This is an optimization exercise on Yosys and OpenROAD, whose aim is small area, a short achievable clock period and few clock cycles, not a production implementation.
In this exercise RTL edits were held to simulation tests only and were not proved equivalent to the original.
Power and IR drop assume default switching activity.

File: flow/flow/run.sh
#!/bin/bash
# The standard layout (standard.sh: ORFS from synthesis to finish), except that each
# port gets the smallest plain buffer, sky130_fd_sc_hd__buf_1, where buffer_ports would
# otherwise pick the delay cell clkdlybuf4s50_1. Every port is still buffered, and the
# timing repair that follows may resize these buffers as it does any other cell.
set -euo pipefail
export BUFFER_PORTS_ARGS="-buffer_cell sky130_fd_sc_hd__buf_1"
bash standard.sh > standard.log 2>&1
File: flow/standard.sh
#!/bin/bash
# synth_recipe.tcl (not shown) runs the flow's synth.tcl, then flattens the netlist and writes it again
# the make line also repeats each setting of config.mk as NAME=value (left out here)
make -C /OpenROAD-flow-scripts/flow DESIGN_CONFIG=/design/flow/config.mk WORK_HOME=/design/flow/orfs CLKGATE_MAP_FILE= SYNTH_SCRIPT=/design/flow/synth_recipe.tcl "${@:-finish}"
File: flow/config.mk
export PLATFORM = sky130hd
export DESIGN_NAME = tcpu_apply
export DESIGN_NICKNAME = tcpu_apply
export VERILOG_FILES = /design/flow/design.v
export SDC_FILE = /design/flow/constraint.sdc
export NUM_CORES = 4
export LEC_CHECK = 0
export CAP_MARGIN = 20
export CORE_MARGIN = 2
export CORE_UTILIZATION = 60
export GPL_ROUTABILITY_DRIVEN = 0
export SETUP_SLACK_MARGIN = 3.5
export SLEW_MARGIN = 20
File: flow/constraint.sdc
create_clock -name core_clock -period 8.0 [get_ports {clk}]
set_input_delay 1.6000 -clock core_clock [delete_from_list [all_inputs] [get_ports {clk}]]
set_output_delay 1.6000 -clock core_clock [all_outputs]
set_load 0.01 [all_outputs]
File: flow/design.v
module tcpu_apply (
    input  wire        clk,
    input  wire        rst,           
    input  wire        start,         
    input  wire [31:0] plen,          
    input  wire [24:0] tlen,          
    output wire        busy,
    output reg         done,          
    output wire [3:0]  result,
    output wire [3:0]  sub,
    output wire [31:0] errinfo,
    output wire [1:0]  pst,
    output reg  [31:0] psc,
    output wire [31:0] applied,
    output wire        src_re,
    output wire [29:0] src_addr,      
    input  wire [31:0] src_rdata,     
    output wire        tgt_we,
    output wire [22:0] tgt_addr,      
    output wire [3:0]  tgt_be,
    output wire [31:0] tgt_wdata
);
    localparam [39:0] PATCH_MAGIC = 40'h5041544348;  
    localparam [23:0] EOF_MARK    = 24'h454F46;      
    localparam [2:0] S_IDLE  = 3'd0,
                     S_HDR   = 3'd1,    
                     S_REC   = 3'd2,    
                     S_RUN   = 3'd3,    
                     S_LIT   = 3'd4,    
                     S_RLE   = 3'd5,    
                     S_SKIP  = 3'd6;    
    localparam [1:0] OC_NONE = 2'd0,    
                     OC_OK   = 2'd1,    
                     OC_CORR = 2'd2,    
                     OC_WF   = 2'd3;    
    reg [2:0]  state;
    reg [1:0]  oc;
    reg [2:0]  subc;
    reg [29:0] apc;           
    reg [31:0] av;            
    reg        q0v;           
    reg [31:0] q0;
    reg [22:0] wa;            
    reg [1:0]  lstart;        
    reg [15:0] nrem;          
    reg        lastr;         
    reg [7:0]  fill;
    reg [3:0]  tmask;         
    reg [1:0]  rot;           
    reg        rwrap;         
    reg        we_r;
    reg [3:0]  be_r;
    reg [22:0] addr_r;
    reg [31:0] wdata_r;
    assign busy    = state != S_IDLE;
    assign result  = {1'b0, oc[1], 1'b0, oc[1] & oc[0]};
    assign sub     = {1'b0, subc};
    assign pst     = {oc == OC_CORR, oc == OC_OK};
    assign applied = {2'd0, apc};
    assign errinfo = (oc == OC_CORR) ? psc :
                     (oc == OC_WF)   ? {7'd0, wa, lstart} : {2'd0, apc};
    wire [31:0] hi    = rwrap ? q0 : src_rdata;
    wire [63:0] win   = {hi, q0} >> {rot, 3'b000};
    wire [7:0]  b0 = win[7:0], b1 = win[15:8], b2 = win[23:16],
                b3 = win[31:24], b4 = win[39:32];
    wire [23:0] f_off  = {b0, b1, b2};
    wire [15:0] f_size = {b3, b4};
    wire [15:0] f_run  = {b0, b1};
    wire        av_hi0  = ~|av[31:17];
    wire        av_hi2  = av_hi0 && ~|av[16:3];
    wire        av0     = av_hi2 && ~|av[2:0];
    wire        av_lt3  = av_hi2 && !av[2] && !(av[1] && av[0]);
    wire        av_lt5  = av_hi2 && !(av[2] && (av[1] || av[0]));
    wire        c6r     = av_hi0 && !av[16] && (av[15:0] < nrem);
    wire        skip   = state == S_SKIP;
    wire [3:0]  lane_ge = 4'b1111 << lstart;
    reg  [3:0]  lane_lt;      
    always @(*) begin
        case ({!lastr || nrem[2], nrem[1:0]})
            3'b000: lane_lt = 4'b0000;
            3'b001: lane_lt = 4'b0001 << lstart;
            3'b010: lane_lt = 4'b0011 << lstart;
            3'b011: lane_lt = 4'b0111 << lstart;
            default: lane_lt = 4'b1111;
        endcase
    end
    wire [3:0]  inrange = lane_ge & lane_lt;
    wire [3:0]  badl    = inrange & ~tmask;
    wire        wfail   = |badl;
    wire [1:0]  fail_lane = badl[0] ? 2'd0 : badl[1] ? 2'd1 : badl[2] ? 2'd2 : 2'd3;
    wire [2:0]  room  = skip ? 3'd4 : 3'd4 - {1'b0, lstart};
    wire        last  = lastr;
    wire [2:0]  k     = last ? nrem[2:0] : room;
    wire [3:0]  room4 = {1'b0, room} + 4'd4;
    wire        last_nx = (nrem[15:4] == 12'd0) && (nrem[3:0] <= room4);
    wire        lpop  = ({1'b0, psc[1:0]} + k) >= 3'd4;
    wire        lit_go = (state == S_LIT) && q0v && !c6r;
    wire        rle_go = (state == S_RLE);
    wire [22:0] wa_nx  = (state == S_REC) ? {1'b0, f_off[23:2]} : wa + 23'd1;
    wire [22:0] tw     = tlen[24:2];
    reg  [3:0]  tmask_nx;
    always @(*) begin
        if (wa_nx < tw)
            tmask_nx = 4'b1111;
        else if (wa_nx == tw)
            tmask_nx = (4'b0001 << tlen[1:0]) - 4'd1;
        else
            tmask_nx = 4'b0000;
    end
    reg [2:0] inc;
    always @(*) begin
        inc = 3'd0;
        case (state)
            S_HDR:  if (q0v && !av_lt5) inc = 3'd5;
            S_REC:  if (q0v && !av_lt3) inc = av_lt5 ? 3'd3 : 3'd5;
            S_RUN:  if (q0v && !av_lt3) inc = 3'd3;
            S_LIT:  if (q0v && !c6r) inc = k;
            S_SKIP: inc = k;
            default: inc = 3'd0;
        endcase
    end
    wire [1:0]  p5     = psc[1:0] + 2'd1;      
    wire [28:0] pinc   = psc[31:3] + 29'd1;
    wire [3:0]  plo    = {1'b0, psc[2:0]} + {1'b0, inc};
    wire [3:0]  p3lo   = {1'b0, psc[2:0]} + 4'd3;
    wire        eofx   = (state == S_REC) && q0v && !av_lt3 && (f_off == EOF_MARK);
    wire [3:0]  pnlo   = eofx ? p3lo : plo;
    wire [31:0] psc_nx = {pnlo[3] ? pinc : psc[31:3], pnlo[2:0]};
    wire [28:0] adec   = av[31:3] - 29'd1;
    reg [2:0] ainc;
    always @(*) begin
        ainc = 3'd0;
        case (state)
            S_HDR:  if (q0v) ainc = 3'd5;
            S_REC:  if (q0v) ainc = 3'd5;
            S_RUN:  if (q0v) ainc = 3'd3;
            S_LIT:  if (q0v) ainc = k;
            S_SKIP: ainc = k;
            default: ainc = 3'd0;
        endcase
    end
    wire [3:0]  alo    = {1'b0, av[2:0]} - {1'b0, ainc};
    wire [31:0] av_nx  = {alo[3] ? adec : av[31:3], alo[2:0]};
    reg [1:0] pop;
    always @(*) begin
        case (state)
            S_HDR:   pop = 2'd1;
            S_REC:   pop = (psc[1:0] == 2'd3) ? 2'd2 : 2'd1;
            S_RUN:   pop = (psc[1:0] != 2'd0) ? 2'd1 : 2'd0;
            S_LIT:   pop = lpop ? 2'd1 : 2'd0;
            default: pop = 2'd0;
        endcase
        if (!q0v) pop = 2'd0;
    end
    assign src_re    = !busy || !q0v || (pop != 2'd0);
    assign src_addr  = !busy ? 30'd0 :
                       {(q0v || psc[2]) ? pinc : psc[31:3], ~(q0v ^ psc[2])};
    wire [3:0]  be_c     = (lit_go || rle_go) ? (inrange & tmask) : 4'b0000;
    assign tgt_addr  = addr_r;
    assign tgt_be    = be_r;
    assign tgt_we    = we_r;
    assign tgt_wdata = wdata_r;
    always @(posedge clk) begin
        if (rst) begin
            we_r <= 1'b0;
            be_r <= 4'b0000;
        end else begin
            we_r <= |be_c;
            be_r <= be_c;
        end
        addr_r  <= wa;
        wdata_r <= rle_go ? {4{fill}} : win[31:0];
    end
    task finish;
        input [1:0] c;
        input [2:0] s;
        begin
            oc    <= c;
            subc  <= s;
            done  <= 1'b1;
            state <= S_IDLE;
        end
    endtask
    always @(posedge clk) begin
        if (rst) begin
            state <= S_IDLE;
            done  <= 1'b0;
            oc    <= OC_NONE;
            subc  <= 3'd0;
            psc   <= 32'd0;
            apc   <= 30'd0;
            q0v   <= 1'b0;
        end else begin
            done <= 1'b0;
            psc  <= psc_nx;
            av   <= av_nx;
            if (!(state == S_LIT && !q0v)) begin
                rot   <= plo[1:0];
                rwrap <= 1'b0;
            end
            if (busy) begin
                if (!q0v) begin
                    q0  <= src_rdata;
                    q0v <= 1'b1;
                end else if (pop == 2'd1) begin
                    q0  <= src_rdata;
                end else if (pop == 2'd2) begin
                    q0v <= 1'b0;
                end
            end
            case (state)
            S_IDLE: begin
                if (start) begin
                    psc    <= 32'd0;
                    av     <= plen;
                    apc    <= 30'd0;
                    q0v    <= 1'b0;
                    lstart <= 2'd0;
                    rot    <= 2'd0;
                    rwrap  <= 1'b0;
                    state  <= S_HDR;
                end
            end
            S_HDR: if (q0v) begin
                if (av_lt5)
                    finish(OC_CORR, 3'd1);
                else if ({b0, b1, b2, b3, b4} != PATCH_MAGIC)
                    finish(OC_CORR, 3'd2);
                else
                    state <= S_REC;
            end
            S_REC: if (q0v) begin
                wa     <= wa_nx;
                tmask  <= tmask_nx;
                lstart <= f_off[1:0];
                nrem   <= f_size;
                lastr  <= {14'd0, f_size} <= 16'd4 - {14'd0, f_off[1:0]};
                if (av0)
                    finish(OC_OK, 3'd1);
                else if (av_lt3)
                    finish(OC_CORR, 3'd3);
                else if (f_off == EOF_MARK)
                    finish(OC_OK, 3'd0);
                else if (av_lt5)
                    finish(OC_CORR, 3'd4);
                else if (f_size == 16'd0)
                    state <= S_RUN;
                else
                    state <= S_LIT;    
                if (f_size != 16'd0) begin
                    rot   <= p5 - f_off[1:0];
                    rwrap <= p5 < f_off[1:0];
                end
            end
            S_RUN: if (q0v) begin
                nrem <= f_run;
                lastr <= {14'd0, f_run} <= 16'd4 - {14'd0, lstart};
                fill <= b2;
                if (av_lt3)
                    finish(OC_CORR, 3'd5);
                else
                    state <= S_RLE;
            end
            S_LIT, S_RLE: if (state == S_LIT && c6r) begin
                finish(OC_CORR, 3'd6);
            end else if (state == S_RLE || q0v) begin
                nrem  <= nrem - {13'd0, k};
                lastr <= last_nx;
                if (wfail) begin
                    lstart <= fail_lane;
                    state  <= S_SKIP;
                    if (!(state == S_LIT && !last)) begin
                        nrem  <= 16'd0;
                        lastr <= 1'b1;
                    end
                end else begin
                    wa     <= wa_nx;
                    tmask  <= tmask_nx;
                    lstart <= 2'd0;
                    if (last) begin
                        apc   <= apc + 30'd1;
                        state <= S_REC;
                    end
                end
            end
            S_SKIP: begin
                nrem  <= nrem - {13'd0, k};
                lastr <= last_nx;
                if (last)
                    finish(OC_WF, 3'd0);
            end
            default: state <= S_IDLE;
            endcase
        end
    end
endmodule
==> flow_metrics.env, run 1 <==
export IMPL_status="no timing/DRC/antenna violations"
export IMPL_drt_initial_drc_count=1860
export IMPL_area_growth_pct=15.88
export IMPL_cpLargestDelayFamily="simple AND/OR/NAND/NOR gates"
export IMPL_syn_area_um2=16460
export IMPL_final_max_slew_violation_count=0
export IMPL_period_minus_slack_ns=4.409
export IMPL_path_clk_slew_ns=0.06
export IMPL_reg2reg_depth=14
export IMPL_yosysSeqAreaShare=0.3812
export IMPL_pre_cts_slack_ns=2.938
export IMPL_finalSetupViolations=0
export IMPL_syn_area_per_cell_um2=8.692
export IMPL_cts_inserted_buffers=28
export IMPL_synthFlopType="dfxtp_1"
export IMPL_cpPeakStageDelay_ns=0.43
export IMPL_drive_above_1_share=0.09506
export IMPL_synth_top_area_frac=0.2207
export IMPL_cts_tree="built"
export IMPL_yosys_warnings=1
export IMPL_nFillCells=2198
export IMPL_r2r_end="psc[30]"
export IMPL_grt_pass1_wl_um=77000
export IMPL_dieWidth_um=169.6
export IMPL_switching_share=0.4216
export IMPL_clock_power_share=0.223
export IMPL_fin_ws_ns=3.591
export IMPL_synth_largest_area_cell="edfxtp_1"
export IMPL_first_pass_iters=6
export IMPL_stdcell_area_um2=19080
export IMPL_netSwitchingPower_w=0.002536
export IMPL_rows=60
export IMPL_antenna_cells=0
export IMPL_ys_types=77
export IMPL_power_density_nw_per_um2=315.3
export IMPL_grt_max_degree=61
export IMPL_netlist_instances=1894
export IMPL_dp_cells=2431
export IMPL_coreArea_um2=26950
export IMPL_instances_no_fill=2508
export IMPL_cts_sinks=253
export IMPL_synth_area_leaders="edfxtp_1 22%, dfxtp_1 16%, ha_1 5.4%"
export IMPL_die_h_um=169.6
export IMPL_combinationalPowerShare=0.437
export IMPL_routed_wl_um=51650
export IMPL_crit_fanout=9
export IMPL_io_pins=291
export IMPL_path_buf_inv=1
export IMPL_placed_area_um2=17710
export IMPL_multi_input_area_um2=9542
export IMPL_pwr_share_seq=0.339
export IMPL_fmax_mhz=226.8
export IMPL_endpoint_kind="primary output"
export IMPL_finClkSkew_ns=0.01616
export IMPL_nNetsFinal=2312
export IMPL_tightest_slew_ns=1.006
export IMPL_dp_final_hpwl_um=37440
export IMPL_crit_type="register to primary output"
export IMPL_die_area_um2=28780
export IMPL_final_hold_viol_count=0
export IMPL_p_int_w=0.003479
export IMPL_start_util=0.6108
export IMPL_synth_edf_count=121
export IMPL_p_leak_nw=6.786
export IMPL_layout_commonest_cell="buf_1"
export IMPL_drc=0
export IMPL_register_area_um2=6305
export IMPL_critPathArrivalTime_ns=2.81
export IMPL_maxCapViolations=0
export IMPL_wire_per_inst_um=20.60
export IMPL_hold_start="wa[6]"
export IMPL_worstHoldPathCells=0
export IMPL_hold_end="addr_r[6]"
export IMPL_async_reset_ff_frac=0
export IMPL_antenna_found_initial=2
export IMPL_reg2reg_slack_ns=3.68
export IMPL_io_buffers=285
export IMPL_root_buffer="clkbuf_16"
export IMPL_cp_required_ns=6.40
export IMPL_finalCritPeriodShare=0.5512
export IMPL_grt_usage=0.3411
export IMPL_relSlewSlack=0.3275
export IMPL_viasPerCell=6.271
export IMPL_crit_chain="and4_1 -> and3_2 -> and2_1 -> nand4_1 -> nor4_2 -> nand3_1 -> xor2_1 -> nor2_1 -> buf_1"
export IMPL_clock_latency_ns=0.56
export IMPL_clockBufferDepth=3
export IMPL_synth_seq_cells=253
export IMPL_startpoint_type="register"
export IMPL_postRouteAntennaNets=0
export IMPL_grt_pass1_vias=14220
export IMPL_fin_util=0.7078
export IMPL_slowest_stage="dfxtp_2"
export IMPL_cts_max_level=1
export IMPL_rsz0062_at_grt="yes"
export IMPL_grt_overflow_total=0
export IMPL_vias=15730
export IMPL_tns_ns=0
export IMPL_r2r_start="av[27]"
export IMPL_layout_common_cells="283 x buf_1, 202 x nand2_1, 198 x nor2_1"
export IMPL_ir_worst_vdd_mv=0.2462
export IMPL_holdCritPathClass="register to register"
[worst register-to-register path: cells and delay by family, from the launching register on]
kind,cells,cell delay [ns]
adder cells (fa/ha/maj),1,0.33
multiplexers,1,0.37
AO/OA/AOI/OAI,5,0.75
AND/OR/NAND/NOR,7,2.35
flip-flops,1,0.44
[sequential cells by signal, indices dropped and copies added (netlist names), 2 cells and up]
register	count
av	32
psc	32
q0	32
wdata_r	32
apc	30
addr_r	23
wa	23
nrem	16
fill	8
be_r	4
tmask	4
state	3
subc	3
lstart	2
oc	2
rot	2
[power groups by stage]
stage / Combinational [W] / Sequential (W) / Clock (W)
after floorplan: 0.00175 / 0.00198 / 0
after global placement: 0.00243 / 0.00206 / 0
after detailed placement: 0.00249 / 0.00207 / 0
after CTS: 0.00254 / 0.00204 / 0.00136
after global routing: 0.00288 / 0.00207 / 0.00141
final: 0.00263 / 0.00204 / 0.00134
[per-layer routing]
layer,vias to the layer above,share of wire,track usage
li1,7355,-,-
met1,7449,0.40,0.4324
met2,779,0.47,0.5666
met3,141,0.086,0.06297
met4,4,0.049,0.1598
met5,-,0.00052,0
[logic make-up after synthesis]
group / Yosys count / synth area share
adder cells (fa/ha/maj): 75 / 0.05883
other: 1 / 0.0002278
buffers and inverters: 219 / 0.05343
multiplexers: 104 / 0.08102
AO/OA/AOI/OAI: 433 / 0.1622
XOR/XNOR: 111 / 0.05906
AND/OR/NAND/NOR: 698 / 0.2040
flip-flops: 253 / 0.3812
[cell type report]
class | instances | share of cell area
flip-flops and latches | 253 | 0.3305
clock inverters | 13 | 0.005772
inverters | 106 | 0.02092
multi-input cells | 1429 | 0.5002
clock buffers | 39 | 0.04545
well taps | 341 | 0.02237
repair buffers | 327 | 0.07477
[Yosys cell counts (6+ instances only)]
library cell	count
nor4_1	26
mux2i_1	71
a2111oi_0	20
mux2_2	10
or3_1	38
nand2b_1	17
a21o_1	20
o31ai_1	16
nand4_1	31
dfxtp_1	132
buf_2	13
nor2b_1	13
a211oi_1	11
ha_1	71
buf_1	7
o21a_1	12
o21ai_0	129
buf_4	9
nand3_1	53
mux4_2	22
nand4b_1	6
and3_1	13
o211ai_1	17
xor2_1	34
or2_2	14
clkbuf_1	83
and4_1	6
o221ai_1	12
inv_1	103
and2_1	10
nor2_1	203
xnor2_1	77
or4_1	21
nand2_1	205
edfxtp_1	121
nor3_1	27
a21oi_1	133
a31oi_1	14
[metrics by stage]
step                      hold WS, ns  total power [W]
after global placement         0.4560         0.004495
after detailed placement       0.4565         0.004562
after global routing           0.4928         0.006361
final                          0.4792         0.006015
after floorplan                0.3894         0.003726
after CTS                      0.4730         0.005936
[how the worst max path moves through the flow]
| stage | startpoint | endpoint | slack (ns) | depth (start not counted) |
|---|---|---|---|---|
| 2_1_floorplan | src_rdata[0] | psc[28] | 3.52 | 12 |
| 3_3_place_gp | src_rdata[0] | psc[28] | 2.98 | 12 |
| 3_5_place_dp | src_rdata[0] | psc[30] | 2.94 | 12 |
| 4_1_cts | state[0] | src_re | 3.45 | 13 |
| 5_1_grt | state[1] | av[30] | 3.42 | 14 |
| 6_report | psc[14] | src_addr[26] | 3.59 | 9 |
[repair_timing]
item	in CTS	in global routing
resized for setup	25	31
hold buffers	0	0
gates cloned	0	3
hold endpoints to repair	0	0
pin swaps	1	8
setup endpoints to repair	50	46
setup buffers	5	17
Testbench counts, summed over its fixed seeds: cycles 37,175.
==> run 2: changes to the inputs <==
--- a/flow/config.mk
+++ b/flow/config.mk
@@ -9,4 +9,3 @@
 export CORE_MARGIN = 2
-export CORE_UTILIZATION = 60
-export GPL_ROUTABILITY_DRIVEN = 0
+export CORE_UTILIZATION = 70
 export SETUP_SLACK_MARGIN = 3.5
==> run 2 against run 1 <==
Clock-buffer cell count increased by 5. Register-to-register slack got worse by 0.05 ns. Power increased by 0.39%. Sequential power about the same. Setup slack got worse by 0.038 ns. Critical path depth unchanged. Maximum frequency decreased by 0.86%.
==> flow_metrics.env, run 2 <==
export IMPL_ys_types=77
export IMPL_crit_fanout=18
export IMPL_vias=16430
export IMPL_antenna_found_initial=0
export IMPL_startpoint_type="input port"
export IMPL_wire_per_inst_um=21.52
export IMPL_yosysMostFrequentCell="nand2_1"
export IMPL_netlist_instances=1894
export IMPL_layout_common_cells="283 x buf_1, 202 x nand2_1, 198 x nor2_1"
export IMPL_holdWs_ns=0.4533
export IMPL_syn_area_per_cell_um2=8.692
export IMPL_gp_congestion=0.9824
export IMPL_path_buf_inv=1
export IMPL_crit_chain="buf_1 -> or3b_2 -> a21oi_1 -> and4_1 -> and3_1 -> nand3_1 -> a2111oi_0 -> xnor2_1 -> nor2_1"
export IMPL_die_h_um=157.4
export IMPL_cts_sinks=253
export IMPL_tightest_slew_ns=1.023
export IMPL_rsz0062_at_grt="yes"
export IMPL_drt_initial_drc_count=1966
export IMPL_syn_area_um2=16460
export IMPL_cts_inserted_buffers=28
export IMPL_synthFlopType="dfxtp_1"
export IMPL_relSlewSlack=0.3133
export IMPL_tns_ns=0
export IMPL_dieWidth_um=157.4
export IMPL_p_leak_nw=6.787
export IMPL_nFillCells=1588
export IMPL_start_util=0.7077
export IMPL_drive_above_1_share=0.09275
export IMPL_routed_wl_um=53490
export IMPL_finalSetupViolations=0
export IMPL_antenna_cells=0
export IMPL_nNetsFinal=2312
export IMPL_synth_largest_area_cell="edfxtp_1"
export IMPL_clockBufferDepth=3
export IMPL_clock_latency_ns=0.55
export IMPL_synth_top_area_frac=0.2207
export IMPL_holdCritPathClass="register to register"
export IMPL_finClkSkew_ns=0.01766
export IMPL_status="no timing/DRC/antenna violations"
export IMPL_crit_type="input port to register"
export IMPL_io_pins=291
export IMPL_cpPeakStageDelay_ns=0.79
export IMPL_yosysSeqAreaShare=0.3812
export IMPL_cp_required_ns=8.41
export IMPL_yosys_top_cells_count="205 x nand2_1, 203 x nor2_1, 133 x a21oi_1"
export IMPL_root_buffer="clkbuf_16"
export IMPL_layout_commonest_cell="buf_1"
export IMPL_cpLargestDelayFamily="simple AND/OR/NAND/NOR gates"
export IMPL_reg2reg_slack_ns=3.63
export IMPL_pre_cts_slack_ns=2.899
export IMPL_final_hold_viol_count=0
export IMPL_area_growth_pct=15.55
export IMPL_grt_pass1_vias=14580
export IMPL_rows=56
export IMPL_path_clk_slew_ns=0.06
export IMPL_maxCapViolations=0
export IMPL_power_density_nw_per_um2=317.4
export IMPL_critPathArrivalTime_ns=4.86
export IMPL_ir_worst_vdd_mv=0.2978
export IMPL_drc=0
export IMPL_first_pass_iters=6
export IMPL_finalCritPeriodShare=0.5560
export IMPL_viasPerCell=6.609
export IMPL_grt_usage=0.4080
export IMPL_fmax_mhz=224.8
export IMPL_final_max_slew_violation_count=0
export IMPL_fin_ws_ns=3.552
export IMPL_synth_area_leaders="edfxtp_1 22%, dfxtp_1 16%, ha_1 5.4%"
export IMPL_postRouteAntennaNets=0
export IMPL_io_buffers=285
export IMPL_dp_final_hpwl_um=37510
export IMPL_slowest_stage="a2111oi_0"
export IMPL_grt_max_degree=60
export IMPL_async_reset_ff_frac=0
export IMPL_endpoint_kind="register"
export IMPL_synth_seq_cells=253
export IMPL_grt_pass1_wl_um=79190
export IMPL_synth_edf_count=121
export IMPL_die_area_um2=24760
export IMPL_cts_max_level=1
export IMPL_yosys_warnings=1
export IMPL_coreArea_um2=23260
export IMPL_cts_tree="built"
export IMPL_period_minus_slack_ns=4.448
export IMPL_grt_overflow_total=0
-- run 2: cell count changes in the layout (fill, tap and decap cells not counted), sizes merged --
| cell | change |
|---|---|
| clkbuf | +5 |
| clkinv | -4 |
| inv | -2 |
| clkinvlp | +1 |
-- run 2: final cells by class --
| type | instances | area, um^2 | share of cell area |
|---|---|---|---|
| Multi-Input combinational cell | 1429 | 9569 | 0.5031 |
| Clock inverter | 8 | 65.06 | 0.003420 |
| Clock buffer | 44 | 880.8 | 0.04631 |
| Tap cell | 319 | 399.1 | 0.02098 |
| Timing Repair Buffer | 327 | 1403 | 0.07374 |
| Inverter | 106 | 401.6 | 0.02111 |
| Sequential cell | 253 | 6304 | 0.3314 |
-- run 2: repair_timing --
item                                   CTS  global route
gates cloned                             0             3
pin swaps                                1             8
endpoints found under the hold margin    0             0
setup endpoints to repair               51            56
gates resized for setup                 23            34
hold buffers                             0             0
setup buffers                            5            16
-- run 2: final timing paths --
kind | from | end | cells past startpoint
hold / removal | wa[6] | addr_r[6] | 0
setup / recovery | start | apc[15] | 9
hold reg to reg | wa[6] | addr_r[6] | 0
setup reg to reg | rot[1] | psc[30] | 10
-- run 2: power breakdown --
| group | internal (W) | switching [W] |
|---|---|---|
| Clock | 0.000784 | 0.000528 |
| Sequential | 0.00174 | 0.000279 |
| Combinational | 0.000950 | 0.00176 |
| Total | 0.00347 | 0.00257 |
-- run 2: cells by family (layout without fill, tap and decap cells) --
| family | count (synthesis) | in the layout | synth area share |
|---|---|---|---|
| simple gates | 698 | 698 | 0.2040 |
| compound gates | 433 | 433 | 0.1622 |
| flops | 253 | 253 | 0.3812 |
| buf+inv | 219 | 485 | 0.05343 |
| xor+xnor | 111 | 111 | 0.05906 |
| mux | 104 | 107 | 0.08102 |
| fa+ha+maj | 75 | 75 | 0.05883 |
| other cells | 1 | 5 | 0.0002278 |
-- run 2: stage by stage --
step	instance area, um^2	power (W)	instances	util
global placement	17670	0.004468	2410	0.7596
finish	19020	0.006038	2486	0.8177
CTS	18740	0.005900	2467	0.8056
floorplan	16490	0.003726	1898	-
global route	19020	0.006329	2486	0.8177
detailed placement	17670	0.004554	2410	0.7596
-- run 2: metal layers --
layer,global-route usage,up-vias,share of wire
met5,0,-,0
met4,0.2628,0,0.069
met3,0.06580,224,0.10
met2,0.6521,1165,0.46
met1,0.5153,7684,0.36
li1,-,7358,-
==> run 3: changes to the inputs <==
--- a/flow/config.mk
+++ b/flow/config.mk
@@ -9,4 +9,4 @@
 export CORE_MARGIN = 2
-export CORE_UTILIZATION = 70
-export SETUP_SLACK_MARGIN = 3.5
+export CORE_UTILIZATION = 60
+export SETUP_SLACK_MARGIN = 3.75
 export SLEW_MARGIN = 20
==> run 3 against run 2 <==
Area after synthesis stayed put. Clock-buffer cell count is 6 lower. Via count decreased by 2.6%. Largest cell class unchanged. Register-to-register slack better by 0.17 ns. Critical path depth decreased by 1. Global-route usage down 5.8 points. Power grew 1.6%.
==> flow_metrics.env, run 3 <==
export IMPL_async_reset_ff_frac=0
export IMPL_fmax_mhz=234.0
export IMPL_grt_pass1_vias=14250
export IMPL_endpoint_kind="primary output"
export IMPL_synthFlopType="dfxtp_1"
export IMPL_start_util=0.6108
export IMPL_io_buffers=285
export IMPL_holdCritPathClass="register to register"
export IMPL_yosysMostFrequentCell="nand2_1"
export IMPL_cp_required_ns=6.40
export IMPL_relSlewSlack=0.2600
export IMPL_root_buffer="clkbuf_16"
export IMPL_synth_largest_area_cell="edfxtp_1"
export IMPL_postRouteAntennaNets=0
export IMPL_viasPerCell=6.259
export IMPL_stdcell_area_um2=19680
export IMPL_finClkSkew_ns=0.009536
export IMPL_die_h_um=169.6
export IMPL_tightest_slew_ns=1.103
export IMPL_ys_types=77
export IMPL_power_density_nw_per_um2=311.9
export IMPL_wire_per_inst_um=20.86
export IMPL_layout_common_cells="277 x buf_1, 202 x nand2_1, 195 x nor2_1"
export IMPL_final_hold_viol_count=0
export IMPL_drc=0
export IMPL_grt_pass1_wl_um=79320
export IMPL_cts_max_level=1
export IMPL_finalCritPeriodShare=0.5342
export IMPL_startpoint_type="register"
export IMPL_synth_top_area_frac=0.2207
export IMPL_rows=60
export IMPL_drive_above_1_share=0.1323
export IMPL_crit_type="register to primary output"
export IMPL_ir_worst_vdd_mv=0.2581
export IMPL_drt_initial_drc_count=1719
export IMPL_layout_commonest_cell="buf_1"
export IMPL_maxCapViolations=0
export IMPL_final_max_slew_violation_count=0
export IMPL_netlist_instances=1894
export IMPL_first_pass_iters=6
export IMPL_dp_cells=2430
export IMPL_rsz0062_at_grt="yes"
export IMPL_grt_overflow_total=0
export IMPL_synth_seq_cells=253
export IMPL_fin_util=0.7301
export IMPL_grt_max_degree=61
export IMPL_synth_area_leaders="edfxtp_1 22%, dfxtp_1 16%, ha_1 5.4%"
export IMPL_gp_congestion=0.9584
export IMPL_antenna_found_initial=2
export IMPL_yosys_warnings=1
export IMPL_p_leak_nw=7.063
export IMPL_clock_latency_ns=0.55
export IMPL_dieWidth_um=169.6
export IMPL_finalSetupViolations=0
export IMPL_cts_tree="built"
export IMPL_io_pins=291
export IMPL_cts_sinks=253
export IMPL_die_area_um2=28780
export IMPL_yosys_top_cells_count="205 x nand2_1, 203 x nor2_1, 133 x a21oi_1"
export IMPL_holdWs_ns=0.4615
export IMPL_critPathArrivalTime_ns=2.67
export IMPL_vias=16000
export IMPL_synth_edf_count=121
export IMPL_instances_no_fill=2557
export IMPL_period_minus_slack_ns=4.274
export IMPL_cts_inserted_buffers=28
export IMPL_routed_wl_um=53350
export IMPL_hold_buffers=0
export IMPL_path_clk_slew_ns=0.06
export IMPL_nNetsFinal=2360
export IMPL_grt_usage=0.3497
export IMPL_dp_final_hpwl_um=37570
export IMPL_syn_area_per_cell_um2=8.692
export IMPL_tns_ns=0
export IMPL_yosysSeqAreaShare=0.3812
export IMPL_syn_area_um2=16460
export IMPL_crit_fanout=6
export IMPL_coreArea_um2=26950
export IMPL_placed_area_um2=17690
export IMPL_clockBufferDepth=3
export IMPL_area_growth_pct=19.53
export IMPL_status="no timing/DRC/antenna violations"
## run 3: cell counts after synthesis
Identical to the previous run, type by type.
## run 3: per-layer routing
layer,part of all wire,vias to the layer above,GRT usage
met5,0.00028,-,0
met3,0.080,156,0.04921
met2,0.46,854,0.5643
met4,0.056,2,0.1687
li1,-,7466,-
met1,0.40,7525,0.4652
## run 3: cell type report
type	instances	area, um^2
antenna	1	2.502
clock buffer	38	832.0
clock inverter	14	132.6
fill	2123	7274
inverter	106	407.9
multi-input combinational	1432	9739
sequential	253	6332
tap	341	426.7
timing repair buffer	372	1803
## run 3: power by group
| part | total, W | switching (W) | leakage [nW] | internal (W) |
|---|---|---|---|---|
| combinational | 0.00276 | 0.00173 | 4.35 | 0.00103 |
| sequential | 0.00203 | 0.000297 | 2.24 | 0.00174 |
| clock | 0.00134 | 0.000546 | 0.480 | 0.000794 |
| total | 0.00614 | 0.00258 | 7.06 | 0.00356 |
## run 3: logic make-up (layout without fill, tap and decap cells)
| group | Yosys count | count (layout) | share of synthesized area |
|---|---|---|---|
| compound gates | 433 | 433 | 0.1622 |
| xor+xnor | 111 | 111 | 0.05906 |
| fa+ha+maj | 75 | 75 | 0.05883 |
| buf+inv | 219 | 530 | 0.05343 |
| flops | 253 | 253 | 0.3812 |
| mux | 104 | 110 | 0.08102 |
| other cells | 1 | 6 | 0.0002278 |
| simple gates | 698 | 698 | 0.2040 |
## run 3: final timing paths
kind	startpoint	endpoint	slack (ns)	cells past startpoint
worst min-delay path	wa[6]	addr_r[6]	0.46	0
worst max register to register	av[22]	psc[28]	3.80	11
worst min register to register	wa[6]	addr_r[6]	0.46	0
worst max-delay path	psc[4]	src_addr[23]	3.73	8
## run 3: what timing repair did
action	CTS	global route
pin swaps	8	21
cloned	3	4
setup buffers	18	49
endpoints found under the setup margin	84	78
gates resized for setup	58	79
## run 3: worst max-delay path, stage by stage (launching register included)
cell and delay, ns:
dfxtp_4 0.39, ha_4 0.15, nand3_4 0.10, nor4_4 0.33, nand4_1 0.23, or2_4 0.33
or3_1 0.32, a21oi_1 0.13, buf_2 0.15
## run 3: through the flow
stage          worst slack (ns)  total power (W)
6_report                  3.726         0.006136
5_1_grt                   3.624         0.006490
2_1_floorplan             3.563         0.003728
4_1_cts                   3.645         0.005964
3_3_place_gp              3.054         0.004511
3_5_place_dp              3.003         0.004567
==> run 4: changes to the inputs <==
--- a/flow/design.v
+++ b/flow/design.v
@@ -50,6 +50,2 @@
     reg        rwrap;         
-    reg        we_r;
-    reg [3:0]  be_r;
-    reg [22:0] addr_r;
-    reg [31:0] wdata_r;
     assign busy    = state != S_IDLE;
@@ -158,17 +154,6 @@
     wire [3:0]  be_c     = (lit_go || rle_go) ? (inrange & tmask) : 4'b0000;
-    assign tgt_addr  = addr_r;
-    assign tgt_be    = be_r;
-    assign tgt_we    = we_r;
-    assign tgt_wdata = wdata_r;
-    always @(posedge clk) begin
-        if (rst) begin
-            we_r <= 1'b0;
-            be_r <= 4'b0000;
-        end else begin
-            we_r <= |be_c;
-            be_r <= be_c;
-        end
-        addr_r  <= wa;
-        wdata_r <= rle_go ? {4{fill}} : win[31:0];
-    end
+    assign tgt_addr  = wa;
+    assign tgt_be    = be_c;
+    assign tgt_we    = |be_c;
+    assign tgt_wdata = rle_go ? {4{fill}} : win[31:0];
     task finish;
--- a/flow/config.mk
+++ b/flow/config.mk
@@ -10,3 +10,3 @@
 export CORE_UTILIZATION = 60
-export SETUP_SLACK_MARGIN = 3.75
+export SETUP_SLACK_MARGIN = 3
 export SLEW_MARGIN = 20
==> run 4 against run 3 <==
Combinational power shrank 7.6%. Still clean on timing, DRC and antenna. Largest power group unchanged. First-iteration DRC count shrank 20%. Via count shrank 11%.
==> flow_metrics.env, run 4 <==
export IMPL_synth_top_area_frac=0.2442
export IMPL_top_regs="av (32), psc (32), q0 (32)"
export IMPL_reg2reg_slack_ns=3.15
export IMPL_period_minus_slack_ns=4.867
export IMPL_viasPerCell=6.195
export IMPL_nNetsFinal=2118
export IMPL_wire_per_inst_um=20.56
export IMPL_final_hold_viol_count=0
export IMPL_antenna_found_initial=1
export IMPL_critPathArrivalTime_ns=3.27
export IMPL_crit_chain="buf_1 -> mux2_2 -> mux2_2 -> mux2i_1 -> o21ai_0 -> buf_1"
export IMPL_total_power_w=0.005026
export IMPL_layout_common_cells="285 x buf_1, 214 x nor2_1, 205 x nand2_1"
export IMPL_synth_area_leaders="edfxtp_1 24%, dfxtp_1 9.7%, ha_1 6.0%"
export IMPL_drt_initial_drc_count=1370
export IMPL_finalCritPeriodShare=0.6083
export IMPL_path_clk_slew_ns=0.08
export IMPL_grt_usage=0.3549
export IMPL_rows=57
export IMPL_cts_inserted_buffers=17
export IMPL_die_area_um2=26070
export IMPL_rsz0062_at_grt="yes"
export IMPL_slowest_stage="mux2i_1"
export IMPL_crit_start="src_rdata[0]"
export IMPL_synth_seq_cells=193
export IMPL_power_density_nw_per_um2=299.1
export IMPL_syn_area_um2=14880
export IMPL_drive_above_1_share=0.07790
export IMPL_grt_overflow_total=0
export IMPL_final_max_slew_violation_count=0
export IMPL_drc=0
export IMPL_vias=14180
export IMPL_die_h_um=161.5
export IMPL_reg2reg_depth=18
export IMPL_ys_types=79
export IMPL_synth_largest_area_cell="edfxtp_1"
export IMPL_io_pins=291
export IMPL_tns_ns=0
export IMPL_gp_congestion=0.9503
export IMPL_cpPeakStageDelay_ns=0.48
export IMPL_dp_final_hpwl_um=35850
export IMPL_ir_worst_vdd_mv=0.1740
export IMPL_maxCapViolations=0
export IMPL_yosysSeqAreaShare=0.3411
export IMPL_yosysMostFrequentCell="nor2_1"
export IMPL_startpoint_type="input port"
export IMPL_finClkSkew_ns=0.01383
export IMPL_dieWidth_um=161.5
export IMPL_r2r_start="state[1]"
export IMPL_grt_pass1_wl_um=72340
export IMPL_crit_fanout=5
export IMPL_antenna_cells=0
export IMPL_async_reset_ff_frac=0
export IMPL_cp_required_ns=6.40
export IMPL_relSlewSlack=0.2529
export IMPL_first_pass_iters=6
export IMPL_io_buffers=285
export IMPL_tightest_slew_ns=1.090
export IMPL_grt_max_degree=70
export IMPL_hold_end="subc[2]"
export IMPL_start_util=0.6118
export IMPL_clockBufferDepth=2
export IMPL_yosys_top_cells_count="215 x nor2_1, 206 x nand2_1, 121 x edfxtp_1"
export IMPL_postRouteAntennaNets=0
export IMPL_hold_start="subc[2]"
export IMPL_cts_max_level=4
export IMPL_fmax_mhz=205.5
export IMPL_synthFlopType="edfxtp_1"
export IMPL_area_growth_pct=12.94
export IMPL_cts_sinks=193
export IMPL_endpoint_kind="primary output"
export IMPL_finalSetupViolations=0
export IMPL_routed_wl_um=47040
export IMPL_yosys_warnings=1
export IMPL_root_buffer="clkbuf_16"
export IMPL_status="no timing/DRC/antenna violations"
export IMPL_fin_util=0.6910
export IMPL_p_leak_nw=5.994
export IMPL_nFillCells=2066
export IMPL_coreArea_um2=24320
export IMPL_layout_commonest_cell="buf_1"
export IMPL_syn_area_per_cell_um2=8.666
export IMPL_crit_type="input port to primary output"
export IMPL_r2r_end="av[30]"
export IMPL_synth_edf_count=121
export IMPL_worstHoldPathCells=2
export IMPL_holdCritPathClass="register to register"
export IMPL_cts_tree="built"
export IMPL_clock_latency_ns=0.45
export IMPL_netlist_instances=1717
export IMPL_grt_pass1_vias=12990
-- run 4: cell count changes after synthesis, sizes merged, moves of 14 or more --
cell and change:
dfxtp -60, a21oi -46, xor2 +39, mux2 +23
a2111oi -20, or3 -19, inv -16, clkbuf -15
or4 -14
-- run 4: logic make-up after synthesis --
kind of cell | count (synthesis) | share of synthesized area
AO/OA/AOI/OAI | 318 | 0.1290
multiplexers | 133 | 0.1150
AND/OR/NAND/NOR | 671 | 0.2139
buffers and inverters | 188 | 0.05441
flip-flops | 193 | 0.3411
other | 1 | 0.0002520
adder cells (fa/ha/maj) | 75 | 0.06509
XOR/XNOR | 138 | 0.08123
-- run 4: cell type report --
type                    instances  area (um^2)  area share
clock buffers                  20        500.5     0.02978
clock inverters                12        147.6    0.008786
inverters                      89        337.8     0.02010
multi-input cells            1340         9071      0.5398
flip-flops and latches        193         5081      0.3024
well taps                     324        405.4     0.02412
repair buffers                310         1261     0.07505
-- run 4: where the power goes --
group,switching [W],internal (W),total [W]
Combinational,0.00164,0.000914,0.00255
Clock,0.000451,0.000479,0.000930
Sequential,0.000229,0.00131,0.00154
-- run 4: worst max-delay path by stage --
stage	endpoint	cells past startpoint
6_report	tgt_wdata[16]	6
5_1_grt	av[30]	18
4_1_cts	av[30]	18
3_5_place_dp	av[30]	17
3_3_place_gp	av[30]	17
2_1_floorplan	q0[0]	13
-- run 4: repair_timing --
action | 4_1_cts | 5_1_grt
hold buffers | 0 | 0
resized for setup | 3 | 8
endpoints found under the setup margin | 6 | 19
buffers inserted | 0 | 5
-- run 4: stage by stage --
stage	cells	hold WS [ns]	setup slack [ns]	instance area, um^2
final	2288	0.4673	3.133	16800
after detailed placement	2251	0.4587	2.778	16070
after global placement	2251	0.4518	2.975	16070
after global routing	2288	0.4862	2.871	16800
after CTS	2283	0.4699	3.016	16730
after floorplan	1721	0.4651	3.170	14890
-- run 4: worst max-delay path: cells and delay by family --
kind                   cells  cell delay [ns]
AO/OA/AOI/OAI              1             0.30
buffers and inverters      2             0.29
multiplexers               3             1.08
-- run 4: metal layers --
layer | vias up | GRT usage | routed length (um)
li1 | 6603 | - | -
met4 | 2 | 0.1611 | 2003
met1 | 6753 | 0.4590 | 18740
met5 | - | 0 | 12
met2 | 688 | 0.5913 | 22650
met3 | 129 | 0.05213 | 3628
Testbench counts of run 4, summed over its fixed seeds: cycles 37,175.
==> run 5: changes to the inputs <==
--- a/flow/config.mk
+++ b/flow/config.mk
@@ -10,3 +10,3 @@
 export CORE_UTILIZATION = 60
-export SETUP_SLACK_MARGIN = 3
+export SETUP_SLACK_MARGIN = 3.8
 export SLEW_MARGIN = 20
==> run 5 against run 4 <==
Sequential share of layout area down 2.7 points. Non-clock buffer count up 112. Synthesized cell count unchanged. Die area unchanged. Clock-buffer cell count down 2. Sequential power about the same.
==> flow_metrics.env, run 5 <==
export IMPL_status="no timing/DRC/antenna violations"
export IMPL_syn_area_um2=14880
export IMPL_synth_largest_area_cell="edfxtp_1"
export IMPL_grt_pass1_vias=13590
export IMPL_root_buffer="clkbuf_16"
export IMPL_drive_above_1_share=0.2037
export IMPL_cpPeakStageDelay_ns=0.53
export IMPL_maxCapViolations=0
export IMPL_netlist_instances=1717
export IMPL_top_regs="av (32), psc (32), q0 (32)"
export IMPL_yosysSeqAreaShare=0.3411
export IMPL_grt_usage=0.3779
export IMPL_slowest_stage="mux4_2"
export IMPL_antenna_found_initial=2
export IMPL_endpoint_kind="primary output"
export IMPL_gp_congestion=0.9256
export IMPL_yosysMostFrequentCell="nor2_1"
export IMPL_routed_wl_um=52630
export IMPL_hold_buffers=0
export IMPL_startpoint_type="input port"
export IMPL_synthFlopType="edfxtp_1"
export IMPL_io_pins=291
export IMPL_tightest_slew_ns=1.019
export IMPL_cp_required_ns=6.40
export IMPL_crit_type="input port to primary output"
export IMPL_crit_chain="buf_6 -> mux2_4 -> mux4_2 -> nor2_1 -> nor2_1 -> buf_2"
export IMPL_tns_ns=0
export IMPL_yosys_top_cells_count="215 x nor2_1, 206 x nand2_1, 121 x edfxtp_1"
export IMPL_pre_cts_slack_ns=2.780
export IMPL_stdcell_area_um2=18570
export IMPL_synth_seq_cells=193
export IMPL_holdWs_ns=0.4620
export IMPL_finClkSkew_ns=0.01687
export IMPL_clock_latency_ns=0.46
export IMPL_first_pass_iters=9
export IMPL_synth_top_area_frac=0.2442
export IMPL_coreArea_um2=24320
export IMPL_crit_path_frequent_cell="nor2_1"
export IMPL_die_area_um2=26070
export IMPL_fin_ws_ns=3.463
export IMPL_drc=0
export IMPL_async_reset_ff_frac=0
export IMPL_layout_common_cells="234 x buf_1, 204 x nor2_1, 191 x nand2_1"
export IMPL_grt_max_degree=71
export IMPL_relSlewSlack=0.3208
export IMPL_grt_overflow_total=0
export IMPL_p_leak_nw=6.968
export IMPL_cts_inserted_buffers=17
export IMPL_viasPerCell=6.289
export IMPL_area_growth_pct=24.80
export IMPL_dp_final_hpwl_um=35830
export IMPL_yosys_warnings=1
export IMPL_wire_per_inst_um=21.92
export IMPL_syn_area_per_cell_um2=8.666
export IMPL_drt_initial_drc_count=1991
export IMPL_rows=57
export IMPL_nNetsFinal=2231
export IMPL_finalSetupViolations=0
export IMPL_final_hold_viol_count=0
export IMPL_io_buffers=285
export IMPL_clockBufferDepth=2
export IMPL_fin_util=0.7635
export IMPL_period_minus_slack_ns=4.537
export IMPL_synth_area_leaders="edfxtp_1 24%, dfxtp_1 9.7%, ha_1 6.0%"
export IMPL_final_max_slew_violation_count=0
export IMPL_cts_sinks=193
export IMPL_layout_commonest_cell="buf_1"
export IMPL_power_density_nw_per_um2=298.9
export IMPL_postRouteAntennaNets=0
export IMPL_crit_fanout=4
export IMPL_holdCritPathClass="register to register"
export IMPL_ys_types=79
export IMPL_placed_area_um2=16080
export IMPL_grt_pass1_wl_um=76540
export IMPL_vias=15100
export IMPL_dieWidth_um=161.5
export IMPL_cts_max_level=4
export IMPL_finalCritPeriodShare=0.5671
export IMPL_critPathArrivalTime_ns=2.94
export IMPL_fmax_mhz=220.4
export IMPL_ir_worst_vdd_mv=0.1764
export IMPL_die_h_um=161.5
export IMPL_path_clk_slew_ns=0.07
export IMPL_synth_edf_count=121
export IMPL_cts_tree="built"
export IMPL_antenna_cells=0
export IMPL_rsz0062_at_grt="yes"
export IMPL_start_util=0.6118
run 5: cell counts after synthesis:
No cell type changed its count.
run 5: what timing repair did:
action	4_1_cts	5_1_grt
cloned	0	1
buffers inserted	63	55
resized for setup	178	115
endpoints found under the setup margin	123	92
pin swaps	40	34
run 5: area by class of cell:
class                   count  area, um^2
multi-input cells        1341        9746
fillers                  1756        5751
flip-flops and latches    193        5117
repair buffers            422        2382
clock buffers              18       439.2
well taps                 324       405.4
inverters                  89       341.6
clock inverters            14       137.6
run 5: worst max-delay path, delay by kind of cell:
kind / cells / cell delay, ns
buffers and inverters: 2 / 0.25
and+or+nand+nor: 2 / 0.27
muxes: 2 / 0.82
run 5: kinds of logic (layout without fill, tap and decap cells):
group,count (synthesis),in the layout,synth area share
AND/OR/NAND/NOR,671,671,0.2139
flip-flops,193,193,0.3411
other,1,5,0.0002520
multiplexers,133,133,0.1150
AO/OA/AOI/OAI,318,319,0.1290
buffers and inverters,188,543,0.05441
adder cells (fa/ha/maj),75,75,0.06509
XOR/XNOR,138,138,0.08123
run 5: metrics by stage:
step                      cells  total power (W)
after floorplan            1721         0.003235
after global placement     2250         0.003974
after detailed placement   2250         0.004021
after CTS                  2345         0.005188
after global routing       2401         0.005797
final                      2401         0.005551
run 5: routing by layer:
layer,GRT usage,vias up,share of wire
met5,0,-,0.00051
met4,0.1859,4,0.059
met3,0.06805,253,0.095
met2,0.6338,978,0.47
met1,0.4713,7033,0.37
li1,-,6832,-
run 5: path summary, 6_finish.rpt:
path | start | end | slack, ns | depth (start not counted)
worst min-delay path | subc[2] | subc[2] | 0.46 | 2
worst min register to register | subc[2] | subc[2] | 0.46 | 2
worst max register to register | lstart[0] | av[30] | 3.79 | 17
worst max-delay path | src_rdata[1] | tgt_wdata[25] | 3.46 | 6
run 5: report_power, final:
group          switching [W]  total [W]  internal (W)  leakage, nW
Sequential          0.000230    0.00154       0.00131         1.73
Clock               0.000435   0.000870      0.000435        0.293
Combinational        0.00191    0.00314       0.00123         4.95
Total                0.00257    0.00555       0.00298         6.97
==> run 6: changes to the inputs <==
--- a/flow/config.mk
+++ b/flow/config.mk
@@ -10,3 +10,3 @@
 export CORE_UTILIZATION = 60
-export SETUP_SLACK_MARGIN = 3.8
+export SETUP_SLACK_MARGIN = 3.3
 export SLEW_MARGIN = 20
==> run 6 against run 5 <==
First-iteration DRC count down 28%. Routed wire length down 9.5%. Register-to-register slack worse by 0.22 ns. Non-clock buffer count down 115. Final cell count down 4.8%. Final area down 9.6%. Critical path depth unchanged. Utilization down 7.3 points. Largest cell class unchanged. Largest power group unchanged. Highest routed layer is now met4.
==> flow_metrics.env, run 6 <==
export IMPL_period_minus_slack_ns=4.649
export IMPL_finalCritPeriodShare=0.5811
export IMPL_io_pins=291
export IMPL_die_h_um=161.5
export IMPL_startpoint_type="input port"
export IMPL_critPathArrivalTime_ns=3.05
export IMPL_status="no timing/DRC/antenna violations"
export IMPL_relSlewSlack=0.2054
export IMPL_dp_final_hpwl_um=35900
export IMPL_final_max_slew_violation_count=0
export IMPL_antenna_cells=0
export IMPL_async_reset_ff_frac=0
export IMPL_vias=14060
export IMPL_synth_largest_area_cell="edfxtp_1"
export IMPL_routed_wl_um=47630
export IMPL_wire_per_inst_um=20.85
export IMPL_synth_seq_cells=193
export IMPL_cts_sinks=193
export IMPL_gp_congestion=0.9841
export IMPL_fmax_mhz=215.1
export IMPL_die_area_um2=26070
export IMPL_coreArea_um2=24320
export IMPL_grt_overflow_total=0
export IMPL_cts_tree="built"
export IMPL_drc=0
export IMPL_endpoint_kind="primary output"
export IMPL_grt_max_degree=61
export IMPL_worstHoldPathCells=2
export IMPL_antenna_found_initial=0
export IMPL_postRouteAntennaNets=0
export IMPL_cts_inserted_buffers=17
export IMPL_cp_required_ns=6.40
export IMPL_r2r_end="av[30]"
export IMPL_finalSetupViolations=0
export IMPL_holdCritPathClass="register to register"
export IMPL_grt_pass1_vias=13000
export IMPL_yosys_warnings=1
export IMPL_hold_end="subc[2]"
export IMPL_path_clk_slew_ns=0.07
export IMPL_grt_pass1_wl_um=73710
export IMPL_synth_area_leaders="edfxtp_1 24%, dfxtp_1 9.7%, ha_1 6.0%"
export IMPL_layout_common_cells="284 x buf_1, 213 x nor2_1, 205 x nand2_1"
export IMPL_clock_latency_ns=0.45
export IMPL_syn_area_um2=14880
export IMPL_yosys_top_cells_count="215 x nor2_1, 206 x nand2_1, 121 x edfxtp_1"
export IMPL_grt_usage=0.3627
export IMPL_drive_above_1_share=0.08516
export IMPL_clockBufferDepth=2
export IMPL_layout_commonest_cell="buf_1"
export IMPL_maxCapViolations=0
export IMPL_rsz0062_at_grt="yes"
export IMPL_total_power_w=0.004981
export IMPL_ir_worst_vdd_mv=0.1707
export IMPL_p_leak_nw=5.966
export IMPL_crit_type="input port to primary output"
export IMPL_syn_area_per_cell_um2=8.666
export IMPL_tightest_slew_ns=1.159
export IMPL_viasPerCell=6.151
export IMPL_hold_start="subc[2]"
export IMPL_synth_edf_count=121
export IMPL_tns_ns=0
export IMPL_crit_fanout=4
export IMPL_area_growth_pct=12.86
export IMPL_synth_top_area_frac=0.2442
export IMPL_netlist_instances=1717
export IMPL_cts_max_level=4
export IMPL_yosysMostFrequentCell="nor2_1"
export IMPL_yosysSeqAreaShare=0.3411
export IMPL_top_regs="av (32), psc (32), q0 (32)"
export IMPL_ys_types=79
export IMPL_synthFlopType="edfxtp_1"
export IMPL_reg2reg_depth=17
export IMPL_pre_cts_slack_ns=2.778
export IMPL_dieWidth_um=161.5
export IMPL_drt_initial_drc_count=1428
export IMPL_start_util=0.6118
export IMPL_finClkSkew_ns=0.01704
export IMPL_final_hold_viol_count=0
export IMPL_nNetsFinal=2115
export IMPL_fin_ws_ns=3.351
export IMPL_reg2reg_slack_ns=3.57
export IMPL_power_density_nw_per_um2=296.6
export IMPL_r2r_start="lstart[0]"
export IMPL_io_buffers=285
export IMPL_rows=57
export IMPL_fin_util=0.6905
export IMPL_root_buffer="clkbuf_16"
export IMPL_first_pass_iters=9
run 6: logic make-up after synthesis:
kind of cell / Yosys count / synth area share
flops: 193 / 0.3411
buf+inv: 188 / 0.05441
other cells: 1 / 0.0002520
mux: 133 / 0.1150
compound gates: 318 / 0.1290
xor+xnor: 138 / 0.08123
fa+ha+maj: 75 / 0.06509
simple gates: 671 / 0.2139
run 6: routing by layer:
metal / global-route usage / vias to the layer above / part of all wire
li1: - / 6594 / -
met1: 0.4731 / 6651 / 0.41
met2: 0.6022 / 694 / 0.48
met3: 0.06369 / 117 / 0.071
met4: 0.1433 / 0 / 0.038
met5: 0 / - / 0
run 6: worst max path at each step:
stage	slack, ns	endpoint	start
after floorplan	3.66	av[30]	state[1]
after global routing	3.21	av[30]	lstart[0]
after detailed placement	2.78	av[30]	state[1]
final	3.35	tgt_wdata[8]	src_rdata[0]
after CTS	3.28	av[30]	state[1]
after global placement	3.00	av[30]	state[1]
run 6: metrics by stage:
step / cell area (um^2) / hold WS (ns) / std cells
2_1_floorplan: 14900 / 0.4651 / 1721
3_3_place_gp: 16060 / 0.4500 / 2248
3_5_place_dp: 16070 / 0.4500 / 2248
4_1_cts: 16710 / 0.4618 / 2284
5_1_grt: 16790 / 0.4747 / 2285
6_report: 16790 / 0.4581 / 2285
run 6: timing repair:
item                                    4_1_cts  5_1_grt
pin swaps                                     0        2
hold buffers                                  0        0
endpoints found under the setup margin       60       26
buffers inserted                              4        1
endpoints found under the hold margin         0        0
gates resized for setup                      16       19
run 6: area by class of cell:
cell class                 instances  area (um^2)
clock buffer                      20        456.7
clock inverter                    12        111.4
fill                            2062         7527
inverter                          89        341.6
multi-input combinational       1340         9156
sequential                       193         5085
tap                              324        405.4
timing repair buffer             307         1236
run 6: worst max-delay path, stage by stage:
cell and delay, ns:
buf_1 0.10, mux2_2 0.30, mux4_2 0.57, inv_1 0.13, o21ai_0 0.17, buf_1 0.18
run 6: power breakdown:
group,internal (W),switching (W),leakage [nW]
registers,0.00131,0.000221,1.72
logic,0.000916,0.00167,3.97
clock network,0.000429,0.000433,0.280
==> run 7: changes to the inputs <==
--- a/flow/config.mk
+++ b/flow/config.mk
@@ -10,3 +10,3 @@
 export CORE_UTILIZATION = 60
-export SETUP_SLACK_MARGIN = 3.3
+export SETUP_SLACK_MARGIN = 3.5
 export SLEW_MARGIN = 20
==> run 7 against run 6 <==
Utilization up 1.9 points. Power up 3.5%. Critical path depth up 5. Hold slack worse by 0.00070 ns. Maximum frequency up 2.9%. Clock power up 0.5%. Synthesized cell count unchanged. Clock skew about the same. Sequential share of layout area down 0.80 points. Setup slack better by 0.13 ns. Area after synthesis unchanged. Final cell count up 1.6%. Critical path type is now register to primary output.
==> flow_metrics.env, run 7 <==
export IMPL_rsz0062_at_grt="yes"
export IMPL_area_growth_pct=15.99
export IMPL_gp_congestion=0.9841
export IMPL_io_buffers=285
export IMPL_synth_edf_count=121
export IMPL_grt_pass1_vias=13090
export IMPL_relSlewSlack=0.4263
export IMPL_clockBufferDepth=2
export IMPL_endpoint_kind="primary output"
export IMPL_layout_commonest_cell="buf_1"
export IMPL_io_pins=291
export IMPL_vias=14310
export IMPL_drt_initial_drc_count=1503
export IMPL_final_hold_viol_count=0
export IMPL_fin_ws_ns=3.481
export IMPL_ys_types=79
export IMPL_top_regs="av (32), psc (32), q0 (32)"
export IMPL_startpoint_type="register"
export IMPL_cts_sinks=193
export IMPL_instances_no_fill=2321
export IMPL_syn_area_um2=14880
export IMPL_antenna_found_initial=0
export IMPL_reg2reg_slack_ns=3.73
export IMPL_cts_inserted_buffers=17
export IMPL_pre_cts_slack_ns=2.778
export IMPL_dp_cells=2248
export IMPL_grt_max_degree=61
export IMPL_final_max_slew_violation_count=0
export IMPL_tns_ns=0
export IMPL_cts_tree="built"
export IMPL_fmax_mhz=221.3
export IMPL_syn_area_per_cell_um2=8.666
export IMPL_stdcell_area_um2=17260
export IMPL_coreArea_um2=24320
export IMPL_ir_worst_vdd_mv=0.1990
export IMPL_yosysSeqAreaShare=0.3411
export IMPL_maxCapViolations=0
export IMPL_critPathArrivalTime_ns=2.92
export IMPL_routed_wl_um=48500
export IMPL_p_leak_nw=6.247
export IMPL_yosysMostFrequentCell="nor2_1"
export IMPL_nNetsFinal=2151
export IMPL_finalCritPeriodShare=0.5648
export IMPL_start_util=0.6118
export IMPL_finClkSkew_ns=0.01739
export IMPL_cp_required_ns=6.40
export IMPL_placed_area_um2=16070
export IMPL_holdCritPathClass="register to register"
export IMPL_period_minus_slack_ns=4.519
export IMPL_wire_per_inst_um=20.90
export IMPL_dp_final_hpwl_um=35900
export IMPL_cts_max_level=4
export IMPL_synth_seq_cells=193
export IMPL_status="no timing/DRC/antenna violations"
export IMPL_yosys_top_cells_count="215 x nor2_1, 206 x nand2_1, 121 x edfxtp_1"
export IMPL_drc=0
export IMPL_synth_area_leaders="edfxtp_1 24%, dfxtp_1 9.7%, ha_1 6.0%"
export IMPL_die_h_um=161.5
export IMPL_synthFlopType="edfxtp_1"
export IMPL_crit_fanout=5
export IMPL_drive_above_1_share=0.1207
export IMPL_async_reset_ff_frac=0
export IMPL_yosys_warnings=1
export IMPL_viasPerCell=6.166
export IMPL_antenna_cells=0
export IMPL_grt_pass1_wl_um=74160
export IMPL_total_power_w=0.005157
export IMPL_netlist_instances=1717
export IMPL_crit_type="register to primary output"
export IMPL_clock_latency_ns=0.45
export IMPL_synth_top_area_frac=0.2442
export IMPL_layout_common_cells="276 x buf_1, 208 x nor2_1, 204 x nand2_1"
export IMPL_dieWidth_um=161.5
export IMPL_finalSetupViolations=0
export IMPL_synth_largest_area_cell="edfxtp_1"
export IMPL_root_buffer="clkbuf_16"
export IMPL_power_density_nw_per_um2=298.8
export IMPL_first_pass_iters=8
export IMPL_rows=57
export IMPL_die_area_um2=26070
export IMPL_grt_overflow_total=0
export IMPL_tightest_slew_ns=0.8606
export IMPL_path_clk_slew_ns=0.08
export IMPL_grt_usage=0.3656
export IMPL_postRouteAntennaNets=0
-- run 7: cell counts after synthesis --
No cell type changed its count.
-- run 7: cell type report --
cell class                 instances  area, um^2
multi-input combinational       1340        9308
fill                            1985        7061
sequential                       193        5089
timing repair buffer             343        1548
clock buffer                      20       456.7
tap                              324       405.4
inverter                          89       341.6
clock inverter                    12       111.4
-- run 7: report_power, final --
group | leakage [nW] | switching [W] | internal (W)
Clock | 0.280 | 0.000436 | 0.000429
Combinational | 4.25 | 0.00175 | 0.00102
Sequential | 1.72 | 0.000206 | 0.00131
Total | 6.25 | 0.00239 | 0.00277
-- run 7: cells by family after synthesis --
logic type,count (synthesis),synth area share
flops,193,0.3411
other cells,1,0.0002520
buf+inv,188,0.05441
compound gates,318,0.1290
mux,133,0.1150
simple gates,671,0.2139
xor+xnor,138,0.08123
fa+ha+maj,75,0.06509
-- run 7: final timing paths --
| check | startpoint | depth (start not counted) | end |
|---|---|---|---|
| setup reg to reg | state[0] | 16 | av[30] |
| hold reg to reg | subc[2] | 2 | subc[2] |
| setup / recovery | nrem[2] | 11 | tgt_we |
| hold / removal | subc[2] | 2 | subc[2] |
-- run 7: what timing repair did --
action | in CTS | in global routing
endpoints found under the setup margin | 88 | 46
pin swaps | 3 | 13
gates resized for setup | 35 | 75
hold buffers | 0 | 0
buffers inserted | 14 | 26
-- run 7: layer usage --
| metal | global-route usage | vias to the layer above | routed length [um] |
|---|---|---|---|
| met2 | 0.6026 | 750 | 23110 |
| li1 | - | 6671 | - |
| met3 | 0.06446 | 143 | 3987 |
| met1 | 0.4763 | 6747 | 19330 |
| met4 | 0.1546 | 0 | 2072 |
| met5 | 0 | - | 0 |
-- run 7: per-stage QoR --
step	utilization	hold WS [ns]
2_1_floorplan	-	0.4651
5_1_grt	0.7097	0.4747
6_report	0.7097	0.4574
4_1_cts	0.6925	0.4618
3_5_place_dp	0.6608	0.4500
3_3_place_gp	0.6602	0.4500
-- run 7: critical path, stage by stage (launching register included) --
cell	delay [ns]
edfxtp_1	0.47
inv_2	0.11
ha_2	0.19
a2111o_1	0.34
a31oi_1	0.20
nor4b_2	0.09
or3_4	0.42
nand3_4	0.11
inv_4	0.05
nor2_4	0.19
a41oi_2	0.09
buf_2	0.21
==> run 8: changes to the inputs <==
--- a/flow/config.mk
+++ b/flow/config.mk
@@ -9,3 +9,3 @@
 export CORE_MARGIN = 2
-export CORE_UTILIZATION = 60
+export CORE_UTILIZATION = 70
 export SETUP_SLACK_MARGIN = 3.5
==> run 8 against run 7 <==
Register-to-register slack barely moved. Global-route usage increased by 4.5 points. Sequential share of layout area barely moved. Sequential cell count did not move. Clock skew down 0.0050 ns. Power rose by 1.4%. Setup slack worse by 0.0013 ns. Utilization is 12 points higher. Synthesized cell count stayed put. Combinational power about the same. Non-clock buffer count rose by 8. Critical path type is now input port to primary output. Largest power group unchanged.
==> flow_metrics.env, run 8 <==
export IMPL_status="no timing/DRC/antenna violations"
export IMPL_gp_congestion=0.9854
export IMPL_finalSetupViolations=0
export IMPL_syn_area_per_cell_um2=8.666
export IMPL_reg2reg_depth=18
export IMPL_cts_max_level=4
export IMPL_fmax_mhz=221.2
export IMPL_hold_buffers=0
export IMPL_wire_per_inst_um=21.25
export IMPL_stdcell_area_um2=17320
export IMPL_die_h_um=149.8
export IMPL_maxCapViolations=0
export IMPL_placed_area_um2=16030
export IMPL_root_buffer="clkbuf_16"
export IMPL_pwr_share_seq=0.292
export IMPL_rsz0062_at_grt="yes"
export IMPL_grt_pass1_wl_um=71570
export IMPL_ys_types=79
export IMPL_yosysMostFrequentCell="nor2_1"
export IMPL_drt_initial_drc_count=1881
export IMPL_area_growth_pct=16.41
export IMPL_viasPerCell=6.550
export IMPL_layout_common_cells="275 x buf_1, 208 x nor2_1, 204 x nand2_1"
export IMPL_crit_fanout=4
export IMPL_startpoint_type="input port"
export IMPL_tightest_slew_ns=0.9771
export IMPL_cp_required_ns=6.40
export IMPL_antenna_found_initial=0
export IMPL_first_pass_iters=9
export IMPL_dp_final_hpwl_um=34370
export IMPL_die_area_um2=22440
export IMPL_nFillCells=1385
export IMPL_synth_area_leaders="edfxtp_1 24%, dfxtp_1 9.7%, ha_1 6.0%"
export IMPL_combinationalPowerShare=0.536
export IMPL_ir_worst_vdd_mv=0.1892
export IMPL_yosys_warnings=1
export IMPL_crit_type="input port to primary output"
export IMPL_period_minus_slack_ns=4.520
export IMPL_dieWidth_um=149.8
export IMPL_worstHoldPathCells=2
export IMPL_dp_cells=2200
export IMPL_switching_share=0.4636
export IMPL_fin_util=0.8266
export IMPL_grt_usage=0.4105
export IMPL_finClkSkew_ns=0.01238
export IMPL_routed_wl_um=48450
export IMPL_rows=53
export IMPL_grt_max_degree=69
export IMPL_p_int_w=0.002805
export IMPL_synth_seq_cells=193
export IMPL_drc=0
export IMPL_cts_sinks=193
export IMPL_finalCritPeriodShare=0.5650
export IMPL_vias=14930
export IMPL_yosys_top_cells_count="215 x nor2_1, 206 x nand2_1, 121 x edfxtp_1"
export IMPL_use_met1=0.5115
export IMPL_antenna_cells=0
export IMPL_top_regs="av (32), psc (32), q0 (32)"
export IMPL_synth_largest_area_cell="edfxtp_1"
export IMPL_path_clk_slew_ns=0.08
export IMPL_holdCritPathClass="register to register"
export IMPL_clockBufferDepth=2
export IMPL_async_reset_ff_frac=0
export IMPL_io_pins=291
export IMPL_clock_power_share=0.172
export IMPL_start_util=0.7101
export IMPL_met2_usage=0.6729
export IMPL_yosysSeqAreaShare=0.3411
export IMPL_cts_inserted_buffers=17
export IMPL_netlist_instances=1717
export IMPL_p_leak_nw=6.298
export IMPL_cpPeakStageDelay_ns=0.37
export IMPL_final_max_slew_violation_count=0
export IMPL_nNetsFinal=2159
export IMPL_io_buffers=285
export IMPL_power_density_nw_per_um2=301.9
export IMPL_grt_pass1_vias=13480
export IMPL_relSlewSlack=0.3448
export IMPL_holdWs_ns=0.4634
export IMPL_postRouteAntennaNets=0
export IMPL_instances_no_fill=2280
export IMPL_synth_top_area_frac=0.2442
export IMPL_crit_chain="buf_1 -> mux2i_2 -> a21oi_1 -> mux2i_2 -> a21oi_1 -> buf_1"
export IMPL_syn_area_um2=14880
export IMPL_synth_edf_count=121
export IMPL_coreArea_um2=20960
export IMPL_synthFlopType="edfxtp_1"
export IMPL_tns_ns=0
export IMPL_cts_tree="built"
export IMPL_clock_latency_ns=0.45
export IMPL_slowest_stage="mux2i_2"
export IMPL_final_hold_viol_count=0
export IMPL_endpoint_kind="primary output"
export IMPL_netSwitchingPower_w=0.002425
export IMPL_grt_overflow_total=0
export IMPL_grt_busiest_layer="met2"
export IMPL_critPathArrivalTime_ns=2.92
export IMPL_layout_commonest_cell="buf_1"
export IMPL_groute_layer_met3_usage=0.08323
export IMPL_drive_above_1_share=0.1252
## run 8: cell counts after synthesis
Identical to the previous run, type by type.
## run 8: critical path, delay by kind of cell
family | cells | cell delay, ns
mux | 2 | 0.73
compound gates | 2 | 0.34
buf+inv | 2 | 0.25
## run 8: cells by family after synthesis
| family | after synthesis | share of synthesized area |
|---|---|---|
| mux | 133 | 0.1150 |
| buf+inv | 188 | 0.05441 |
| fa+ha+maj | 75 | 0.06509 |
| compound gates | 318 | 0.1290 |
| other cells | 1 | 0.0002520 |
| flops | 193 | 0.3411 |
| xor+xnor | 138 | 0.08123 |
| simple gates | 671 | 0.2139 |
## run 8: metrics by stage
| step | worst slack, ns | power [W] |
|---|---|---|
| after floorplan | 3.664 | 0.003230 |
| after global placement | 3.076 | 0.003913 |
| after detailed placement | 2.862 | 0.003990 |
| after CTS | 3.498 | 0.004968 |
| after global routing | 3.411 | 0.005469 |
| final | 3.480 | 0.005230 |
## run 8: area by class of cell
type / instances / area, um^2 / share of cell area
timing repair buffer: 351 / 1634 / 0.09434
tap: 275 / 344.1 / 0.01986
clock inverter: 13 / 127.6 / 0.007368
inverter: 89 / 341.6 / 0.01972
multi-input combinational: 1340 / 9294 / 0.5366
clock buffer: 19 / 475.5 / 0.02745
sequential: 193 / 5105 / 0.2947
## run 8: layer usage
metal  vias to the layer above  share of wire
li1                       6672              -
met1                      6950           0.37
met2                      1062           0.47
met3                       249           0.10
met4                         0          0.058
met5                         -              0
## run 8: final timing paths
path                        end  slack [ns]         start
setup / recovery  tgt_wdata[31]        3.48  src_rdata[7]
hold / removal          subc[2]        0.46       subc[2]
setup reg to reg         av[30]        3.73      state[1]
hold reg to reg         subc[2]        0.46       subc[2]
## run 8: repair_timing
action / CTS / global route
gates resized for setup: 48 / 61
setup endpoints to repair: 40 / 52
pin swaps: 6 / 11
buffers inserted: 15 / 33
## run 8: power by group through the flow
stage / clock (W) / combinational, W / sequential [W]
floorplan: 0 / 0.00178 / 0.00145
global placement: 0 / 0.00237 / 0.00154
detailed placement: 0 / 0.00244 / 0.00155
CTS: 0.000892 / 0.00255 / 0.00152
global route: 0.000929 / 0.00300 / 0.00154
finish: 0.000898 / 0.00280 / 0.00153

Setup slack of run 8, layout unchanged: 3.480 ns with ideal ports, 3.435 ns with driving cells assumed (clock clkbuf_16, inputs buf_2), 3.158 ns with port delays also shifted by the 0.494 ns mid clock arrival.
